This design comes from an exercise in tuning for small area, a short achievable clock period and few clock cycles on the open sky130 flow, not from production work. Function was checked by simulation only, so behaviour that the tests miss may differ from the original. No activity file was given, so power comes from the tool's default toggle rates.

== xenon ==
## eac3lc
module eac3lc (
    input  wire        clk,
    input  wire        rst,
    input  wire        host_req,
    input  wire        host_we,
    input  wire        host_buf,
    input  wire [7:0]  host_addr,
    input  wire [31:0] host_wdata,
    output reg  [31:0] host_rdata,
    output wire        busy
);
==> flow/config.mk <==
export PLATFORM = sky130hd
export DESIGN_NAME = eac3lc
export DESIGN_NICKNAME = eac3lc
export VERILOG_FILES = /design/flow/design.v
export SDC_FILE = /design/flow/constraint.sdc
export NUM_CORES = 4
export LEC_CHECK = 0
export ABC_AREA = 1
export CAP_MARGIN = 20
export CORE_MARGIN = 2
export CORE_UTILIZATION = 40
export PLACE_DENSITY = 0.5
export SLEW_MARGIN = 20
==> flow/constraint.sdc <==
create_clock -name core_clock -period 12.0 [get_ports {clk}]
set_input_delay 2.4000 -clock core_clock [delete_from_list [all_inputs] [get_ports {clk}]]
set_output_delay 2.4000 -clock core_clock [all_outputs]
set_load 0.01 [all_outputs]
standard.sh (not shown) runs the stock make flow with config.mk's settings and CLKGATE_MAP_FILE= SYNTH_SCRIPT=/design/flow/synth_recipe.tcl, a recipe that flattens the netlist after the stock synthesis.
==> flow/flow/run.sh <==
#!/bin/bash
# The standard layout, with the timing repair aiming 8 ns below the clock
# period and free to resize cells across footprints. Each step's full output
# stays in the ORFS logs under orfs/logs; make's own output goes to make.log.
set -euo pipefail
bash standard.sh SETUP_SLACK_MARGIN=8 MATCH_CELL_FOOTPRINT=0 finish > make.log 2>&1
Testbench counts of xenon, summed over its fixed seeds: cycles 26,169.
## Diff of input files: sierra against xenon
Settings: removing ABC_AREA (formerly 1); setting CTS_CLUSTER_SIZE to 24 for the first time; changing PLACE_DENSITY from 0.5 to 0.65; changing CORE_UTILIZATION from 40 to 55; setting CTS_BUF_LIST to sky130_fd_sc_hd__clkbuf_8 for the first time.
==> flow/flow/run.sh <==
#!/bin/bash
# The standard layout, with the timing repair aiming 8 ns below the clock
# period, free to resize cells across footprints, and buf_4 port buffers.
# Each step's full output stays in the ORFS logs under orfs/logs; make's own
# output goes to make.log.
set -euo pipefail
bash standard.sh SETUP_SLACK_MARGIN=8 MATCH_CELL_FOOTPRINT=0 \
  "BUFFER_PORTS_ARGS=-buffer_cell sky130_fd_sc_hd__buf_4" finish > make.log 2>&1
Results
sierra completed end to end with timing, DRC and antenna clean.
The run showing the greater die area is xenon.
xenon has a higher placed wire-length estimate after detailed placement than sierra.
Looking at met2 wire length, sierra sits 17% lower than xenon does.
Measured against each other, sierra and xenon differ in reported clock group power, the higher figure coming from xenon.
Largest net degree at the start of global routing: sierra vs xenon up 49
Die height came out lower on sierra than on xenon.
> inputs changed (sierra -> cedar)
Settings: PLACE_DENSITY now 0.5, was 0.65; CORE_UTILIZATION now 40, was 55; CTS_CLUSTER_SIZE no longer set, was 24; CTS_BUF_LIST no longer set, was sky130_fd_sc_hd__clkbuf_8.
==> flow/flow/run.sh <==
#!/bin/bash
# The standard layout, with the timing repair aiming 8 ns below the clock
# period and free to resize cells across footprints. Each step's full output
# stays in the ORFS logs under orfs/logs; make's own output goes to make.log.
set -euo pipefail
bash standard.sh SETUP_SLACK_MARGIN=8 MATCH_CELL_FOOTPRINT=0 finish > make.log 2>&1
### Flow results
From sierra to cedar the numbers moved as follows: number of nets in the layout barely changed, final critical-path required period dropped 0.42 ns, static leakage climbed 3.8%. Comparing cedar against sierra, there is no change at all in detailed-route DRC error count. Looking only at post-layout instance area, and setting everything else aside, the higher value of sierra and cedar goes to cedar. Compared to sierra, cedar has worst setup margin 0.42 ns higher. Compared with sierra, cedar shows clock power share higher by 3.4 points. In the reports for sierra and cedar, the smaller non-clock buffer count belongs to sierra. Clock power sits higher in cedar than in sierra. For the filler-free cell count of the finished design, cedar came in 394 higher than sierra did. Against sierra, count of cells resized by post-cts repair in cedar rose by more than half.

-- static timing again, ports no longer ideal --
No port has a modelled driver above. Below, the same layouts with a new extraction and two added sets of constraints.
Step 1 sets driving cells, clkbuf_16 on the clock port and buf_2 on the other inputs (assumed; they add their load-dependent delay and slew).
Step 2 moves the port delays by t, midway between the first and last clock arrival at a register: inputs arrive t later, outputs are due t later. That takes back most of the time a late clock gives input paths.
Slacks: ideal / step 1 / step 2; pairs: ideal / step 1.
run	t, ns	setup slack, ns	clock arrival spread, ns	pins driven straight from the clock port
xenon	0.766	7.670 / 7.670 / 7.167	0.040 / 0.041	1
sierra	0.899	7.050 / 6.981 / 7.183	0.034 / 0.034	1
cedar	0.772	7.469 / 7.389 / 7.227	0.049 / 0.049	1
After both steps every run listed still meets setup and hold. For xenon, which loses most, drivers alone change the setup slack by 0.000 ns; drivers and shift together by -0.503 ns.
